Context: an optimization exercise on an open-source flow, tuned for small area, a short achievable clock period and few clock cycles. The choices shown serve that exercise and are no tape-out recipe. In this exercise RTL edits were held to simulation tests only and were not proved equivalent to the original. Power figures rest on the tool's default switching activity, not on a simulated workload.

## flow/config.mk

```make
export PLATFORM = sky130hd
export DESIGN_NAME = sha256_stream
export DESIGN_NICKNAME = sha256_stream
export VERILOG_FILES = /design/flow/design.v
export SDC_FILE = /design/flow/constraint.sdc
export NUM_CORES = 4
export LEC_CHECK = 0
export CAP_MARGIN = 20
export CORE_MARGIN = 2
export CORE_UTILIZATION = 40
export SLEW_MARGIN = 20
```

## flow/constraint.sdc

```tcl
create_clock -name core_clock -period 10.0 [get_ports {clk}]
set_input_delay 2.0000 -clock core_clock [delete_from_list [all_inputs] [get_ports {clk}]]
set_output_delay 2.0000 -clock core_clock [all_outputs]
set_load 0.01 [all_outputs]
```

## flow/design.v

```verilog
module sha256_stream (
    input  wire         clk,
    input  wire         rst,           
    input  wire         start,         
    input  wire         mode,          
    input  wire         in_valid,
    output wire         in_ready,
    input  wire [31:0]  in_data,       
    input  wire         in_last,
    input  wire [2:0]   in_nbytes,     
    output wire [255:0] digest,
    output wire         digest_valid
);
    localparam [2:0] S_IDLE  = 3'd0,
                     S_LOAD  = 3'd1,
                     S_PAD   = 3'd2,
                     S_ROUND = 3'd3,
                     S_FINAL = 3'd4,
                     S_DONE  = 3'd5;
    reg  [2:0]  state;
    reg  [3:0]  widx;         
    reg  [5:0]  rnd;          
    reg  [15:0] nbytes;       
    reg         ended;        
    reg         need80;       
    reg         len_fits;     
    reg         final_blk;    
    reg  [31:0] H [0:7];
    reg  [31:0] a, b, c, d, e, f, g, h;
    reg  [31:0] w [0:15];
    integer i;
    wire [31:0] w1  = w[1];
    wire [31:0] w14 = w[14];
    wire [31:0] bsig0_a = {a[1:0], a[31:2]} ^ {a[12:0], a[31:13]} ^ {a[21:0], a[31:22]};
    wire [31:0] bsig1_e = {e[5:0], e[31:6]} ^ {e[10:0], e[31:11]} ^ {e[24:0], e[31:25]};
    wire [31:0] ch_efg  = (e & f) ^ (~e & g);
    wire [31:0] maj_abc = (a & b) ^ (a & c) ^ (b & c);
    wire [31:0] ssig0_w = {w1[6:0], w1[31:7]} ^ {w1[17:0], w1[31:18]} ^ (w1 >> 3);
    wire [31:0] ssig1_w = {w14[16:0], w14[31:17]} ^ {w14[18:0], w14[31:19]} ^ (w14 >> 10);
    reg  [31:0] k_t;
    always @(*) begin
        case (rnd)
            6'd0:  k_t = 32'h428a2f98; 6'd1:  k_t = 32'h71374491;
            6'd2:  k_t = 32'hb5c0fbcf; 6'd3:  k_t = 32'he9b5dba5;
            6'd4:  k_t = 32'h3956c25b; 6'd5:  k_t = 32'h59f111f1;
            6'd6:  k_t = 32'h923f82a4; 6'd7:  k_t = 32'hab1c5ed5;
            6'd8:  k_t = 32'hd807aa98; 6'd9:  k_t = 32'h12835b01;
            6'd10: k_t = 32'h243185be; 6'd11: k_t = 32'h550c7dc3;
            6'd12: k_t = 32'h72be5d74; 6'd13: k_t = 32'h80deb1fe;
            6'd14: k_t = 32'h9bdc06a7; 6'd15: k_t = 32'hc19bf174;
            6'd16: k_t = 32'he49b69c1; 6'd17: k_t = 32'hefbe4786;
            6'd18: k_t = 32'h0fc19dc6; 6'd19: k_t = 32'h240ca1cc;
            6'd20: k_t = 32'h2de92c6f; 6'd21: k_t = 32'h4a7484aa;
            6'd22: k_t = 32'h5cb0a9dc; 6'd23: k_t = 32'h76f988da;
            6'd24: k_t = 32'h983e5152; 6'd25: k_t = 32'ha831c66d;
            6'd26: k_t = 32'hb00327c8; 6'd27: k_t = 32'hbf597fc7;
            6'd28: k_t = 32'hc6e00bf3; 6'd29: k_t = 32'hd5a79147;
            6'd30: k_t = 32'h06ca6351; 6'd31: k_t = 32'h14292967;
            6'd32: k_t = 32'h27b70a85; 6'd33: k_t = 32'h2e1b2138;
            6'd34: k_t = 32'h4d2c6dfc; 6'd35: k_t = 32'h53380d13;
            6'd36: k_t = 32'h650a7354; 6'd37: k_t = 32'h766a0abb;
            6'd38: k_t = 32'h81c2c92e; 6'd39: k_t = 32'h92722c85;
            6'd40: k_t = 32'ha2bfe8a1; 6'd41: k_t = 32'ha81a664b;
            6'd42: k_t = 32'hc24b8b70; 6'd43: k_t = 32'hc76c51a3;
            6'd44: k_t = 32'hd192e819; 6'd45: k_t = 32'hd6990624;
            6'd46: k_t = 32'hf40e3585; 6'd47: k_t = 32'h106aa070;
            6'd48: k_t = 32'h19a4c116; 6'd49: k_t = 32'h1e376c08;
            6'd50: k_t = 32'h2748774c; 6'd51: k_t = 32'h34b0bcb5;
            6'd52: k_t = 32'h391c0cb3; 6'd53: k_t = 32'h4ed8aa4a;
            6'd54: k_t = 32'h5b9cca4f; 6'd55: k_t = 32'h682e6ff3;
            6'd56: k_t = 32'h748f82ee; 6'd57: k_t = 32'h78a5636f;
            6'd58: k_t = 32'h84c87814; 6'd59: k_t = 32'h8cc70208;
            6'd60: k_t = 32'h90befffa; 6'd61: k_t = 32'ha4506ceb;
            6'd62: k_t = 32'hbef9a3f7; default: k_t = 32'hc67178f2;
        endcase
    end
    wire        xfer = in_valid && (state == S_LOAD) && !start;
    reg  [31:0] last_word;
    always @(*) begin
        case (in_nbytes)
            3'd0:    last_word = 32'h80000000;
            3'd1:    last_word = {in_data[31:24], 24'h800000};
            3'd2:    last_word = {in_data[31:16], 16'h8000};
            3'd3:    last_word = {in_data[31:8], 8'h80};
            default: last_word = in_data;
        endcase
    end
    wire [15:0] nbytes_next = nbytes + (in_last ? {13'd0, in_nbytes} : 16'd4);
    wire [31:0] in_word     = in_last ? last_word : in_data;
    reg  [31:0] pad_word;
    always @(*) begin
        if (need80)
            pad_word = 32'h80000000;
        else if (len_fits && widx == 4'd15)
            pad_word = {13'd0, nbytes, 3'd0};    
        else
            pad_word = 32'h0;                     
    end
    wire [31:0] t1 = h + bsig1_e + ch_efg + k_t + w[0];
    wire [31:0] t2 = bsig0_a + maj_abc;
    wire [31:0] w_new = ssig1_w + w[9] + ssig0_w + w[0];
    always @(posedge clk) begin
        if (rst) begin
            state     <= S_IDLE;
            widx      <= 4'd0;
            rnd       <= 6'd0;
            nbytes    <= 16'd0;
            ended     <= 1'b0;
            need80    <= 1'b0;
            len_fits  <= 1'b0;
            final_blk <= 1'b0;
        end else if (start) begin
            state     <= S_LOAD;
            widx      <= 4'd0;
            rnd       <= 6'd0;
            nbytes    <= 16'd0;
            ended     <= 1'b0;
            need80    <= 1'b0;
            len_fits  <= 1'b0;
            final_blk <= 1'b0;
        end else begin
            case (state)
                S_LOAD: if (xfer) begin
                    widx   <= widx + 4'd1;
                    nbytes <= nbytes_next;
                    if (in_last) begin
                        ended    <= 1'b1;
                        need80   <= (in_nbytes == 3'd4);
                        len_fits <= (in_nbytes != 3'd4) && (widx <= 4'd13);
                    end
                    if (widx == 4'd15) begin
                        state     <= S_ROUND;
                        rnd       <= 6'd0;
                        final_blk <= 1'b0;
                    end else if (in_last) begin
                        state <= S_PAD;
                    end
                end
                S_PAD: begin
                    widx <= widx + 4'd1;
                    if (need80) begin
                        need80   <= 1'b0;
                        len_fits <= (widx <= 4'd13);
                    end
                    if (widx == 4'd15) begin
                        state     <= S_ROUND;
                        rnd       <= 6'd0;
                        final_blk <= len_fits && !need80;
                    end
                end
                S_ROUND: begin
                    rnd <= rnd + 6'd1;
                    if (rnd == 6'd63)
                        state <= S_FINAL;
                end
                S_FINAL: begin
                    widx <= 4'd0;
                    if (final_blk) begin
                        state <= S_DONE;
                    end else if (ended) begin
                        state    <= S_PAD;
                        len_fits <= 1'b1;
                    end else begin
                        state <= S_LOAD;
                    end
                end
                default: ;
            endcase
        end
    end
    always @(posedge clk) begin
        if (!rst && start) begin
            if (mode) begin
                H[0] <= 32'hc1059ed8; H[1] <= 32'h367cd507;
                H[2] <= 32'h3070dd17; H[3] <= 32'hf70e5939;
                H[4] <= 32'hffc00b31; H[5] <= 32'h68581511;
                H[6] <= 32'h64f98fa7; H[7] <= 32'hbefa4fa4;
            end else begin
                H[0] <= 32'h6a09e667; H[1] <= 32'hbb67ae85;
                H[2] <= 32'h3c6ef372; H[3] <= 32'ha54ff53a;
                H[4] <= 32'h510e527f; H[5] <= 32'h9b05688c;
                H[6] <= 32'h1f83d9ab; H[7] <= 32'h5be0cd19;
            end
        end else if (!rst) begin
            case (state)
                S_LOAD: if (xfer) begin
                    w[widx] <= in_word;
                    if (widx == 4'd15) begin
                        a <= H[0]; b <= H[1]; c <= H[2]; d <= H[3];
                        e <= H[4]; f <= H[5]; g <= H[6]; h <= H[7];
                    end
                end
                S_PAD: begin
                    w[widx] <= pad_word;
                    if (widx == 4'd15) begin
                        a <= H[0]; b <= H[1]; c <= H[2]; d <= H[3];
                        e <= H[4]; f <= H[5]; g <= H[6]; h <= H[7];
                    end
                end
                S_ROUND: begin
                    h <= g; g <= f; f <= e; e <= d + t1;
                    d <= c; c <= b; b <= a; a <= t1 + t2;
                    for (i = 0; i < 15; i = i + 1)
                        w[i] <= w[i + 1];
                    w[15] <= w_new;
                end
                S_FINAL: begin
                    H[0] <= H[0] + a; H[1] <= H[1] + b;
                    H[2] <= H[2] + c; H[3] <= H[3] + d;
                    H[4] <= H[4] + e; H[5] <= H[5] + f;
                    H[6] <= H[6] + g; H[7] <= H[7] + h;
                end
                default: ;
            endcase
        end
    end
    assign in_ready     = (state == S_LOAD);
    assign digest_valid = (state == S_DONE);
    assign digest       = {H[0], H[1], H[2], H[3], H[4], H[5], H[6], H[7]};
endmodule
```

## flow/run.sh

```bash
#!/bin/bash
# synth_recipe.tcl (not shown) runs the flow's synth.tcl, then flattens the netlist and writes it again
# the make line also repeats each setting of config.mk as NAME=value (left out here)
make -C /OpenROAD-flow-scripts/flow DESIGN_CONFIG=/design/flow/config.mk WORK_HOME=/design/flow/orfs CLKGATE_MAP_FILE= SYNTH_SCRIPT=/design/flow/synth_recipe.tcl finish
```

==> run summary <==
## power by group through the flow
stage | Clock [mW] | Combinational, mW | Sequential, mW
after floorplan | 0 | 0.749 | 5.27
after global placement | 0 | 1.15 | 5.29
after detailed placement | 0 | 1.17 | 5.29
after CTS | 4.95 | 1.18 | 5.20
after global routing | 5.12 | 1.30 | 5.20
final | 4.88 | 1.18 | 5.20
## placed cells by master, fill, tap and decap left out, drive strengths merged, types with 38 or more instances in the layout
cell	instances
xor2	168
clkdlybuf4s50	298
and3	42
nor3	91
a31oi	41
edfxtp	1024
or3	43
a21o	681
nand2b	68
xnor2	377
ha	397
o21a	55
a211oi	44
inv	318
clkinv	50
dfxtp	65
fa	196
and2	38
buf	73
nand2	949
nand3	84
a21oi	368
o21ai	447
o211ai	52
o21bai	46
nor2	309
clkbuf	163
## worst paths after layout
check	slack (ns)	depth (start not counted)	endpoint	from
min	0.47	2	len_fits	len_fits
max	1.71	29	a[30]	e[1]
max reg2reg	1.71	29	a[30]	e[1]
min reg2reg	0.47	2	len_fits	len_fits
## layer usage
layer,track usage (%),vias up,share of wire [%]
met4,8.59,0,3.3
met3,4.08,328,6.3
met5,0,-,0
met1,37.3,27200,43
met2,45.0,2056,47
li1,-,24600,-
## worst max-delay path, delay by kind of cell (launching register included)
kind / cells / cell delay (ns)
DFF: 1 / 0.51
adders and majority gates: 7 / 2.86
and+or+nand+nor: 2 / 0.27
buffers and inverters: 3 / 0.21
AOI/OAI and AO/OA: 16 / 3.98
xor gates and xnor gates: 1 / 0.17
## cell type report
| cell class | instances | area, sq um |
|---|---|---|
| Antenna cell | 6 | 15.0 |
| Tap cell | 2325 | 2910 |
| Multi-Input combinational cell | 4985 | 35900 |
| Fill cell | 16400 | 94300 |
| Clock buffer | 163 | 3580 |
| Timing Repair Buffer | 371 | 3600 |
| Inverter | 309 | 1160 |
| Sequential cell | 1089 | 32100 |
| Clock inverter | 76 | 691 |
## cell usage after synthesis (all sizes together), types with 16 or more instances
cell type and number:
and2 38, nand4 28, ha 397, a21oi 368, nor3 91, or2 21
and3 42, inv 308, nor2b 36, nand3 84, o211ai 52, fa 196
o21a 55, nand2 949, a21boi 16, o21bai 46, maj3 23, mux2i 25
xnor2 377, buf 61, mux2 25, dfxtp 65, a22oi 25, or3 43
a211o 17, a211oi 44, nand2b 68, o21ai 447, clkbuf 298, o31ai 36
edfxtp 1024, nor2 309, a31oi 41, xor2 168, a21o 681
## metrics by stage
| step | hold slack, ns | cells | util [%] | setup slack [ns] |
|---|---|---|---|---|
| floorplan | 0.429 | 6742 | - | 0.628 |
| global placement | 0.447 | 9077 | 43.4 | 1.80 |
| detailed placement | 0.455 | 9079 | 43.4 | 1.74 |
| CTS | 0.468 | 9318 | 45.8 | 1.74 |
| global route | 0.505 | 9318 | 45.8 | 1.16 |
| finish | 0.469 | 9324 | 45.9 | 1.71 |
## cells by family (layout without fill, tap and decap cells)
kind of cell	Yosys count	in the layout	synth area share, %
other	0	6	0
adders and majority gates	616	616	13.0
buffers and inverters	668	919	3.64
AOI/OAI and AO/OA	1993	1993	18.8
xor gates and xnor gates	545	545	6.80
and+or+nand+nor	1778	1778	11.3
muxes	53	53	0.853
DFF	1089	1089	45.6
## sequential cells by signal (all words and copies together) (netlist names), 6 cells and up
name	flops
H	256
a	32
b	32
c	32
d	32
e	32
f	32
g	32
h	32
k_t	32
nbytes	16
rnd	6
w	512
==> flow_metrics.py <==
metrics = {
    "grt": {
        "overflow": 0,
        "grt_usage_pct": 27.4,
        "grt_first_pass_wirelength_mm": 365,
        "grt_max_degree": 241,
        "antenna_found_initial": 6,
        "grt_pass1_vias": 52400,
    },
    "pwr": {
        "switching_power_mw": 2.84,
        "p_int_mw": 8.42,
        "p_clk_share_pct": 43.3,
        "power_mw": 11.3,
        "power.share.sequential_pct": 46.2,
        "p_comb_share_pct": 10.5,
        "power_density_nw_per_um2": 141,
        "switching_share_pct": 25.2,
        "p_leak_nw": 33.1,
        "ir_drop_mv": 0.176,
    },
    "placement": {
        "numPortBuffers": 298,
        "dp_hpwl_mm": 186,
        "dpl_cell_area_sq_um": 75600,
        "routabilityCongestion": 0.950,
    },
    "finish": {
        "fin_nets": 7523,
        "layout-drive-gt1-share_pct": 5.69,
        "finish.instance_area_sq_um": 79900,
        "area_growth_syn_to_layout_pct": 13.7,
    },
    "timing": {
        "maxSlewHeadroom_pct": 21.6,
        "fmax_mhz": 121,
        "setup_viol": 0,
        "period_share_pct": 82.9,
        "period_needed_ns": 8.29,
        "setup_tns_ns": 0,
        "hold_violations": 0,
        "drv_slew": 0,
        "fin_skew_ns": 0.0295,
        "worst_pin_slew_ns": 1.18,
        "rsz0062_at_grt": "false",
    },
    "setup_path": {
        "slowest_delay_ns": 0.53,
        "required_ns": 10.50,
        "crit_top_cell": "fa_1",
        "critPathKind": "register to register",
        "cp_data_arrival_time_ns": 8.78,
        "cp_max_fo": 7,
        "cp-start-kind": "register",
        "crit_slowest_cell": "o21ai_0",
        "critPathCaptureType": "register",
    },
    "yosys": {
        "synth_area_sq_um": 70200,
        "synth.largest_area_cell": "edfxtp_1",
        "synth.area.top_cells": "edfxtp_1 (44%), a21o_1 (7.3%), ha_1 (7.1%)",
        "async_flop_share_pct": 0,
        "ys_types": 99,
        "synthFlopType": "edfxtp_1",
        "ys_ff_latch": 1089,
        "synth_nets": 7376,
        "yosys_warnings": 2,
        "synth_edf_count": 1024,
        "syn_inst": 6742,
        "synth_seq_area_share_pct": 45.6,
        "yosysTopAreaCellShare_pct": 43.8,
        "avgSynthCellArea_sq_um": 10.4,
    },
    "clock_tree": {
        "holdBufCountCts": 0,
        "htree_levels": 4,
        "clock-root-buffer": "clkbuf_16",
        "tritoncts": "done",
        "post_cts_buffers": 0,
        "worstSkewPairLatency_ns": 0.78,
        "numCtsBuffers": 133,
        "clkSlewWorstSetupHoldPaths_ns": 0.07,
        "cts_resized": 0,
        "cts_sinks": 1089,
        "cts_buffer_depth": 3,
    },
    "drt": {
        "vias": 54200,
        "vias_per_cell": 5.81,
        "drt-pass1-iter-count": 8,
        "drtIter0Drc": 5519,
        "ant_nets": 0,
        "avgRoutedWirePerCell_microns": 26.9,
        "routed_wl_mm": 251,
        "drc_errors": 0,
    },
    "die": {
        "rows": 153,
        "start_util_pct": 40.3,
        "chipHeight_microns": 423,
        "io_pins": 299,
        "coreArea_sq_um": 174000,
        "die_area_sq_um": 179000,
        "die_width_microns": 423,
    },
    "run": {
        "cap_violations": 0,
    },
    "hold_path": {
        "hold_path.class": "register to register",
    },
    "outcome": {
        "status": "no timing/DRC/antenna violations",
    },
}
Testbench counts, summed over its fixed seeds: cycles 60,375.

==> what the ideal ports hide <==
Ports are ideal in the flow. The routed layout listed here was re-timed in OpenROAD. Step 1 sets driving cells, clkbuf_16 on the clock port and buf_2 on the other inputs (assumed; they add their load-dependent delay and slew). Step 2 times the ports against the registers' clock, not the clock port: input delays grow and output delays shrink by t, the midpoint of the rising clock arrivals with the driver on. Three values: no drivers, after step 1, after step 2; two values: the first two.
t (ns): 0.847
setup slack, ns: 1.715 / 1.715 / 1.715
worst register clock-pin slew, ns: 0.07 / 0.07
worst data-port slew with drivers (ns): 0.06
cell pins on the clock port's net: 1
After both steps setup and hold are still met in this run. The setup slack of this run moves by 0.000 ns with the drivers and by 0.000 ns with both steps.
